Context: an optimization exercise on an open-source flow, tuned for small area, a short achievable clock period and few clock cycles. The choices shown serve that exercise and are no tape-out recipe.
Where RTL was checked, it was by simulation tests only, not by an equivalence proof against the original.
Power and IR drop assume default switching activity.

## run 1
// mctp_tx
module mctp_tx (
    input  wire        clk,
    input  wire        rst,           
    input  wire        start_valid,
    output wire        start_ready,
    input  wire [12:0] cfg_len,       
    input  wire [7:0]  cfg_mtu,       
    input  wire [31:0] cfg_addr,      
    input  wire        cfg_to,        
    input  wire        cfg_pec_xor,   
    input  wire        cfg_mic,       
    input  wire        in_valid,
    output wire        in_ready,
    input  wire [7:0]  in_data,
    output reg         out_valid,
    input  wire        out_ready,
    output reg  [7:0]  out_data,
    output reg         out_sop,       
    output reg         out_eop        
);
export LEC_CHECK = 0
export CAP_MARGIN = 20
export CORE_MARGIN = 2
export CORE_UTILIZATION = 40
export CTS_BUF_LIST = sky130_fd_sc_hd__clkbuf_8
export CTS_CLUSTER_SIZE = 30
export SETUP_SLACK_MARGIN = 2.9
export SLEW_MARGIN = 20
export SYNTH_HIERARCHICAL = 1
export TNS_END_PERCENT = 25
create_clock -name core_clock -period 5.0 [get_ports {clk}]
standard.sh (not shown) runs the stock make flow with config.mk's settings and CLKGATE_MAP_FILE= SYNTH_SCRIPT=/design/flow/synth_recipe.tcl, a recipe that flattens the netlist after the stock synthesis.
==> flow/flow/run.sh <==
#!/bin/bash
# The standard layout (standard.sh: the standard flow's synthesis and ORFS flow), with the
# port buffers made of sky130_fd_sc_hd__buf_1 cells instead of the default
# delay-buffer cells, and clock tree synthesis without dummy loads.
# make's full output goes to flow_make.log.
set -euo pipefail
export BUFFER_PORTS_ARGS="-buffer_cell sky130_fd_sc_hd__buf_1"
export CTS_ARGS="-sink_clustering_enable -repair_clock_nets -dont_use_dummy_load -buf_list sky130_fd_sc_hd__clkbuf_8 -sink_clustering_size 30"
bash standard.sh > flow_make.log 2>&1
Testbench counts of run 1, summed over its fixed seeds: cycles 49,716.
Inputs modified between run 1 and run 2:
# run 1
export LEC_CHECK = 0
export CAP_MARGIN = 20
export CORE_MARGIN = 2
export CORE_UTILIZATION = 40
export CTS_BUF_LIST = sky130_fd_sc_hd__clkbuf_8
export CTS_CLUSTER_SIZE = 30
export SETUP_SLACK_MARGIN = 2.9
export SLEW_MARGIN = 20
export SYNTH_HIERARCHICAL = 1
export TNS_END_PERCENT = 25
create_clock -name core_clock -period 5.0 [get_ports {clk}]
# run 2
export LEC_CHECK = 0
export CAP_MARGIN = 20
export CORE_MARGIN = 2
export CORE_UTILIZATION = 40
export CTS_BUF_LIST = sky130_fd_sc_hd__clkbuf_8
export CTS_CLUSTER_SIZE = 30
export GPL_ROUTABILITY_DRIVEN = 0
export SETUP_SLACK_MARGIN = 2.8
export SLEW_MARGIN = 20
export SYNTH_HIERARCHICAL = 1
export TNS_END_PERCENT = 40
create_clock -name core_clock -period 5.0 [get_ports {clk}]
Notes after the runs:
Run 2 closes out successfully: all stages finished, all timing, DRC and antenna checks passed. Diff run 1 and run 2: slack of the critical path higher in run 1. Changes observed in run 2 relative to run 1: total non-filler cell area in the finished layout has decreased, share of total power consumed by net switching decreased 0.22 points. Run 2 vs run 1 on upper clock frequency limit: run 2 is the lower one.
Here is what was changed in the inputs of run 3 compared with run 2.
# run 2
export LEC_CHECK = 0
export CAP_MARGIN = 20
export CORE_MARGIN = 2
export CORE_UTILIZATION = 40
export CTS_BUF_LIST = sky130_fd_sc_hd__clkbuf_8
export CTS_CLUSTER_SIZE = 30
export GPL_ROUTABILITY_DRIVEN = 0
export SETUP_SLACK_MARGIN = 2.8
export SLEW_MARGIN = 20
export SYNTH_HIERARCHICAL = 1
export TNS_END_PERCENT = 40
create_clock -name core_clock -period 5.0 [get_ports {clk}]
# run 3
export LEC_CHECK = 0
export CAP_MARGIN = 20
export CORE_MARGIN = 2
export CORE_UTILIZATION = 40
export CTS_BUF_LIST = sky130_fd_sc_hd__clkbuf_8
export CTS_CLUSTER_SIZE = 30
export SETUP_SLACK_MARGIN = 2.8
export SLEW_MARGIN = 20
export SYNTH_HIERARCHICAL = 1
export TNS_END_PERCENT = 70
create_clock -name core_clock -period 5.0 [get_ports {clk}]
Notes after the runs:
- Looking at time the worst path needs with I/O delays and setup across both flows, run 3 is the stronger of the two, with run 2 trailing.
- Diff run 2..run 3 | summed instance area of the synthesized netlist | unchanged
- When run 3 is measured against run 2, its signed area change from the synthesized netlist to the final layout turns out 2.8 points higher.
- Status: sequential power parity (run 2, run 3)
- Taking run 2 as the reference, in run 3 maximum achievable frequency +2.8 MHz, setup slack +0.014 ns, routed wire length +640 um, count of placed standard cells in the final layout, fillers left out +16, final instance area +240 um^2.
- The lower combinational share of power of run 3 and run 2 is in run 2.
- Run 3: total chip power is about 0.9% higher than what run 2 reported.

========
v6:
mctp_tx, a different RTL version from the one above (not shown whole).
Size in the first run: ~840 cells after synthesis, about 150 flip-flops, about 8800 sq um of cells after synthesis.
## mctp_tx
module mctp_tx (
    input  wire        clk,
    input  wire        rst,           
    input  wire        start_valid,
    output wire        start_ready,
    input  wire [12:0] cfg_len,       
    input  wire [7:0]  cfg_mtu,       
    input  wire [31:0] cfg_addr,      
    input  wire        cfg_to,        
    input  wire        cfg_pec_xor,   
    input  wire        cfg_mic,       
    input  wire        in_valid,
    output wire        in_ready,
    input  wire [7:0]  in_data,
    output reg         out_valid,
    input  wire        out_ready,
    output reg  [7:0]  out_data,
    output reg         out_sop,       
    output reg         out_eop        
);
clock: 5.0 ns
lec_check: 0
cap_margin: 20
core_margin: 2
core_utilization: 40
cts_buf_list: sky130_fd_sc_hd__clkbuf_8
cts_cluster_size: 30
setup_slack_margin: 3.0
slew_margin: 20
synth_hierarchical: 1
tns_end_percent: 5
==> flow/flow/run.sh <==
#!/bin/bash
# The standard layout (standard.sh: the standard flow's synthesis and ORFS flow), with the
# port buffers made of sky130_fd_sc_hd__buf_2 cells instead of the default
# delay-buffer cells. make's full output goes to flow_make.log.
set -euo pipefail
export BUFFER_PORTS_ARGS="-buffer_cell sky130_fd_sc_hd__buf_2"
bash standard.sh > flow_make.log 2>&1
The following lists how v7 was set up differently from v6:
Settings: SETUP_SLACK_MARGIN: 3.0 -> 2.8; TNS_END_PERCENT: 5 -> 10.
## What came out
- v7 vs v6 — cell count dropped slightly
- Lower post-route fraction of the period consumed by the critical path was reported by v6, not v7.
- Between v7 and v6, net switching power is lower for v7, v6 comes in above that.
- The combinational power share in v7 sits 0.5 points below the value recorded for v6.
- A timing startpoint of the critical path of cfg_len[0] is what v7 shows, while in_data[1] belongs to v6.
- v7 vs v6, via count of the first global-routing pass went down by 4.5%.
- Delta (v7 minus v6): maximum net fanout on the critical path now sits higher; global-route usage went down by 1.1 points.
- Looking at required time at the endpoint of the critical path, v7 sits 20 ps below v6.
- Final critical-path required period, v7 and v6: higher on v7
No functional check of the RTL was part of any run of this note.

========
Setup of lane 1:
RTL: one of the versions met above, not the one the previous note started from.
For scale: roughly 150 flip-flops, ~8400 µm² of cells after synthesis.
## mctp_tx
module mctp_tx (
    input  wire        clk,
    input  wire        rst,           
    input  wire        start_valid,
    output wire        start_ready,
    input  wire [12:0] cfg_len,       
    input  wire [7:0]  cfg_mtu,       
    input  wire [31:0] cfg_addr,      
    input  wire        cfg_to,        
    input  wire        cfg_pec_xor,   
    input  wire        cfg_mic,       
    input  wire        in_valid,
    output wire        in_ready,
    input  wire [7:0]  in_data,
    output reg         out_valid,
    input  wire        out_ready,
    output reg  [7:0]  out_data,
    output reg         out_sop,       
    output reg         out_eop        
);
export LEC_CHECK = 0
export CAP_MARGIN = 20
export CORE_MARGIN = 2
export CORE_UTILIZATION = 40
export CTS_BUF_LIST = sky130_fd_sc_hd__clkbuf_8
export CTS_CLUSTER_SIZE = 30
export SETUP_SLACK_MARGIN = 2.8
export SLEW_MARGIN = 20
export SYNTH_HIERARCHICAL = 1
export TNS_END_PERCENT = 25
create_clock -name core_clock -period 5.0 [get_ports {clk}]
==> flow/flow/run.sh <==
#!/bin/bash
# The standard layout (standard.sh: the standard flow's synthesis and ORFS flow), with the
# port buffers made of sky130_fd_sc_hd__buf_1 cells instead of the default
# delay-buffer cells, and clock tree synthesis without dummy loads.
# make's full output goes to flow_make.log.
set -euo pipefail
export BUFFER_PORTS_ARGS="-buffer_cell sky130_fd_sc_hd__buf_1"
export CTS_ARGS="-sink_clustering_enable -repair_clock_nets -dont_use_dummy_load -buf_list sky130_fd_sc_hd__clkbuf_8 -sink_clustering_size 30"
bash standard.sh > flow_make.log 2>&1
Testbench counts of lane 1, summed over its fixed seeds: cycles 49,716.
The inputs of lane 2 differ from those of lane 1 as listed below.
Settings: SETUP_SLACK_MARGIN: 2.8 -> 2.85; TNS_END_PERCENT: 25 -> 40.
==> comparison <==
The data arrival time of the critical path in lane 2 sits 50 ps below the value recorded for lane 1.
Lane 2 ends up with a total non-filler cell area in the finished layout that is 220 µm² higher than in lane 1.
Compared with lane 1, lane 2 shows a number of filler cells placed in the layout that is about 1.8% lower.
Comparing lane 1 against lane 2, there is no change at all in post-synthesis register bit count.
Lane 2 ended with less portion of the clock cycle consumed by the worst path in the final layout than lane 1.
In lane 2, the final worst setup slack came out 20 ps above the value in lane 1.
Between lane 2 and lane 1, the count of clock tree sinks does not differ in any meaningful way.
[inputs] lane 3 vs lane 2
Settings: SETUP_SLACK_MARGIN now 2.9, was 2.85; TNS_END_PERCENT now 10, was 40.
[summary]
Power after layout (lane 3 vs. lane 2) decreases slightly. Compared lane 2 against lane 3; vertical die dimension within noise. Lane 3 -> lane 2: minimum clock period after layout flat. Hold slack (higher): lane 2. Lane 3 vs lane 2 on sequential share of layout area: lane 3 is the higher one. Compared lane 2 against lane 3; remaining antenna violation count within noise. In terms of minimum setup slack in the final design, lane 2 and lane 3 differ only marginally. Across both runs, pre-CTS setup slack was higher for lane 3 than for lane 2. Between lane 2 and lane 3, the data arrival time at the worst-slack endpoint does not differ in any meaningful way.
Relative to lane 3, the following input files were edited for lane 4:
Settings: SETUP_SLACK_MARGIN changed from 2.9 to 2.8.
==> run summary <==
- Each of the runs, namely lane 3 and lane 4, reached the end of the flow and came out clean.
- [diff] wire length of the first global-routing pass, lane 4 relative to lane 3: regression
- Between lane 3 and lane 4, the total internal power figures differ only marginally.
- Via count of lane 3 is on par with lane 4.
- Maximum ir drop on the vdd rail (lane 3 / lane 4): 1.05
- Of the two values seen for end point of the critical path, out_data[0] was produced by lane 4 and crc32[19] by lane 3.
- Changes observed in lane 4 relative to lane 3: number of cells in the design after placement ~0 delta; global routing usage on met1 ~0 delta.

========
Another version of the RTL of mctp_tx (not shown whole).
For scale: about 830 cells after synthesis, about 150 flip-flops, ~82 I/O pins, roughly 8400 sq um of cells after synthesis.
export LEC_CHECK = 0
export CAP_MARGIN = 20
export CORE_MARGIN = 2
export CORE_UTILIZATION = 40
export PLACE_DENSITY = 0.8
export SETUP_SLACK_MARGIN = 2.8
export SLEW_MARGIN = 20
export SYNTH_HIERARCHICAL = 1
export TNS_END_PERCENT = 10
create_clock -name core_clock -period 5.0 [get_ports {clk}]
Scripts as last shown in full above: flow/flow/run.sh
==> next run, changes <==
--- a/flow/config.mk
+++ b/flow/config.mk
@@ -10,3 +10,4 @@
 export CORE_UTILIZATION = 40
-export PLACE_DENSITY = 0.8
+export CTS_BUF_LIST = sky130_fd_sc_hd__clkbuf_8
+export CTS_CLUSTER_SIZE = 30
 export SETUP_SLACK_MARGIN = 2.8
Result: Routed wire length shrinks by 1.4%. Total power shrinks by 0.49%. Non-clock buffer count shrinks by 4. Synthesized area is unchanged. Hold slack gains 0.0040 ns. Flip-flop and latch count stays the same.
No functional check of the RTL was part of any run of this note.

========
== old ==
mctp_tx, a different RTL version from the one above (not shown whole).
Size in the first run: roughly 0.0088 sq mm of cells after synthesis.
// mctp_tx
module mctp_tx (
    input  wire        clk,
    input  wire        rst,           
    input  wire        start_valid,
    output wire        start_ready,
    input  wire [12:0] cfg_len,       
    input  wire [7:0]  cfg_mtu,       
    input  wire [31:0] cfg_addr,      
    input  wire        cfg_to,        
    input  wire        cfg_pec_xor,   
    input  wire        cfg_mic,       
    input  wire        in_valid,
    output wire        in_ready,
    input  wire [7:0]  in_data,
    output reg         out_valid,
    input  wire        out_ready,
    output reg  [7:0]  out_data,
    output reg         out_sop,       
    output reg         out_eop        
);
clock: 5.0 ns
lec_check: 0
cap_margin: 20
core_margin: 2
core_utilization: 40
cts_buf_list: sky130_fd_sc_hd__clkbuf_8
cts_cluster_size: 30
setup_slack_margin: 3.0
slew_margin: 20
synth_hierarchical: 1
tns_end_percent: 10
Scripts as last shown in full above: flow/flow/run.sh
Input-level comparison between new and old:
Settings: SETUP_SLACK_MARGIN: 3.0 -> 2.8.
Summary of the comparison: number of global-route vias before repair is lower in new, relative to old. sky130_fd_sc_hd__edfxtp_1 as the cell with the biggest individual delay on the critical path was reported by new, and sky130_fd_sc_hd__or4b_4 by old. new gives less worst hold slack than old did. On final clock period utilization by the worst path: new sits above old.
Function was not checked in any run of this note: the RTL went through the layout flow alone.

========
north:
mctp_tx, a different RTL version from the one above (not shown whole).
For scale: about 82 I/O pins, ~0.0087 mm2 of cells after synthesis.
Settings: LEC_CHECK=0, CAP_MARGIN=20, CORE_MARGIN=2, CORE_UTILIZATION=40, CTS_BUF_LIST=sky130_fd_sc_hd__clkbuf_8, CTS_CLUSTER_SIZE=30, SETUP_SLACK_MARGIN=2.8, SLEW_MARGIN=20, SYNTH_HIERARCHICAL=1, TNS_END_PERCENT=10; clock period 5.0 ns.
Scripts as last shown in full above: flow/flow/run.sh
north | stages: all done | timing, DRC, antenna: all pass
Testbench counts of north, summed over its fixed seeds: cycles 49,716.
Edits applied to the flow inputs when going from north to south:
# north
export LEC_CHECK = 0
export CAP_MARGIN = 20
export CORE_MARGIN = 2
export CORE_UTILIZATION = 40
export CTS_BUF_LIST = sky130_fd_sc_hd__clkbuf_8
export CTS_CLUSTER_SIZE = 30
export SETUP_SLACK_MARGIN = 2.8
export SLEW_MARGIN = 20
export SYNTH_HIERARCHICAL = 1
export TNS_END_PERCENT = 10
create_clock -name core_clock -period 5.0 [get_ports {clk}]
# south
export LEC_CHECK = 0
export CAP_MARGIN = 20
export CORE_MARGIN = 2
export CORE_UTILIZATION = 65
export CTS_BUF_LIST = sky130_fd_sc_hd__clkbuf_8
export CTS_CLUSTER_SIZE = 30
export SETUP_SLACK_MARGIN = 2.8
export SLEW_MARGIN = 20
export SYNTH_HIERARCHICAL = 1
export TNS_END_PERCENT = 10
create_clock -name core_clock -period 5.0 [get_ports {clk}]
==> run summary <==
south has power below what north had. Per the comparison of south with north, die width dropped 21%, combinational gate power dropped about 4%. The lower final area came out of south. Inserted tap cell count delta for south relative to north: 104 lower.

========
## exp/raven
Another version of the RTL of mctp_tx (not shown whole).
Size in the first run: roughly 830 cells after synthesis, roughly 140 flip-flops, about 82 I/O pins, about 8700 sq um of cells after synthesis.
Settings: LEC_CHECK=0, CAP_MARGIN=20, CORE_MARGIN=2, CORE_UTILIZATION=40, CTS_BUF_LIST=sky130_fd_sc_hd__clkbuf_8, CTS_CLUSTER_SIZE=30, SETUP_SLACK_MARGIN=2.8, SLEW_MARGIN=20, SYNTH_HIERARCHICAL=1, TNS_END_PERCENT=10; clock period 5.0 ns.
==> flow/flow/run.sh <==
#!/bin/bash
# The standard layout (standard.sh: the standard flow's synthesis and ORFS flow), with the
# port buffers made of sky130_fd_sc_hd__buf_2 cells instead of the default
# delay-buffer cells. make's full output goes to flow_make.log.
set -euo pipefail
export BUFFER_PORTS_ARGS="-buffer_cell sky130_fd_sc_hd__buf_2"
bash standard.sh > flow_make.log 2>&1
exp/raven ended with every stage complete and zero timing, DRC or antenna violations.
Testbench counts of exp/raven, summed over its fixed seeds: cycles 49,716.
Inputs modified between exp/raven and exp/amber:
- removing CTS_BUF_LIST (formerly sky130_fd_sc_hd__clkbuf_8)
- changing SETUP_SLACK_MARGIN from 2.8 to 3.0
- changing TNS_END_PERCENT from 10 to 100
- removing CTS_CLUSTER_SIZE (formerly 30)
--- outcome ---
Detailed-route vias per instance was lower in exp/raven than in exp/amber.
Of exp/amber and exp/raven, it is exp/amber that has the higher post-place setup slack.
Summary of the comparison: post-route worst setup slack is higher in exp/amber, relative to exp/raven.
A critical path's slowest cell of sky130_fd_sc_hd__edfxtp_1 is what exp/amber shows, while sky130_fd_sc_hd__a2111o_1 belongs to exp/raven.
exp/raven → exp/amber: final wirelength has increased; power density over the cells moved up; maximum vdd drop +40%.
Inputs modified between exp/amber and exp/yarrow:
- TNS_END_PERCENT: 100 -> unset
- SETUP_SLACK_MARGIN: 3.0 -> unset
[summary]
- Maximum clock frequency (higher): exp/amber
- Startpoint of the worst setup timing path = st[0]: exp/amber; startpoint of the worst setup timing path = st[2]: exp/yarrow
- Going from exp/amber to exp/yarrow, total chip power went down, die footprint essentially unchanged, routed length on met3 shrank by about 30%.
- Between exp/amber and exp/yarrow, the difference in area of all sequential standard cells is negligible.
- Setup slack of the critical path after layout was lower in the run labelled exp/yarrow.
- Summary of exp/yarrow over exp/amber: total wirelength of the detailed-routed design went down 5.5 mm; total inserted antenna cells down 1; placed instance count stayed essentially flat; global-route met3 utilization dropped 0.84 points.
[inputs] exp/violet vs exp/yarrow
- SETUP_SLACK_MARGIN newly set to 2.8
- TNS_END_PERCENT newly set to 10
Notes after the runs:
- exp/violet ran to completion and came out clean on the timing, DRC and antenna checks.
- exp/violet against exp/yarrow: total global routing track utilization went up 0.94 points; final cell area excluding filler cells climbed 13%; combinational fraction of design power went up 5.2 points; wire length of the first global-routing pass rose by 1.7 mm; final clock period utilization by the worst path has decreased.
- ~same total sequential power in exp/yarrow and exp/violet
- Clock transition at the registers of the reported paths across exp/yarrow and exp/violet: no real change.
- exp/yarrow vs exp/violet, source of the critical timing path: st[2] vs in_data[7]
- Power share of the sequential group in exp/violet is 2.1 points below exp/yarrow.
- In the reports for exp/yarrow and exp/violet, the larger arrival time reported for the critical path endpoint belongs to exp/yarrow.

[afterwards: timing with drivers on the ports]
How much do the figures lean on ideal ports? The routed layouts below were timed once more, with nothing changed but the port constraints. Step 1: set_driving_cell puts a clkbuf_16 on clk and a buf_2 on each other input, an assumption about the parent block. Step 2, shift: input delay + t, output delay - t, t = (earliest + latest rising clock arrival at the registers) / 2. This alone moves slack from input paths to output paths. a / b / c = ideal / step 1 / step 2; a / b = the first two.
run | shift t [ns] | setup slack, ns | worst setup path after step 2 | worst data-port slew with drivers (ns)
run 1 | 0.478 | 2.799 / 2.799 / 2.402 | input to register | 0.06
run 2 | 0.495 | 2.766 / 2.770 / 2.275 | input to register | 0.06
run 3 | 0.490 | 2.780 / 2.780 / 2.356 | input to register | 0.04
v6 | 0.512 | 2.664 / 2.667 / 2.154 | input to register | 0.05
v7 | 0.509 | 2.652 / 2.664 / 2.155 | input to register | 0.05
lane 1 | 0.488 | 2.778 / 2.769 / 2.281 | input to register | 0.06
lane 2 | 0.483 | 2.798 / 2.823 / 2.340 | input to register | 0.06
lane 3 | 0.476 | 2.796 / 2.804 / 2.337 | input to register | 0.07
lane 4 | 0.487 | 2.769 / 2.751 / 2.263 | input to register | 0.06
the first run of note 4 | 0.502 | 2.601 / 2.616 / 2.114 | input to register | 0.05
the second run of note 4 | 0.490 | 2.655 / 2.659 / 2.169 | input to register | 0.05
old | 0.486 | 2.690 / 2.693 / 2.208 | input to register | 0.05
new | 0.486 | 2.652 / 2.652 / 2.178 | input to register | 0.05
north | 0.488 | 2.619 / 2.618 / 2.129 | input to register | 0.05
south | 0.488 | 2.561 / 2.574 / 2.086 | input to register | 0.03
exp/raven | 0.494 | 2.398 / 2.383 / 1.888 | input to register | 0.05
exp/amber | 0.480 | 2.464 / 2.464 / 1.992 | input to register | 0.07
exp/yarrow | 0.471 | 1.200 / 1.200 / 1.200 | register to register | 0.04
exp/violet | 0.480 | 2.338 / 2.366 / 1.886 | input to register | 0.05
After both steps setup and hold are still met in every run listed.
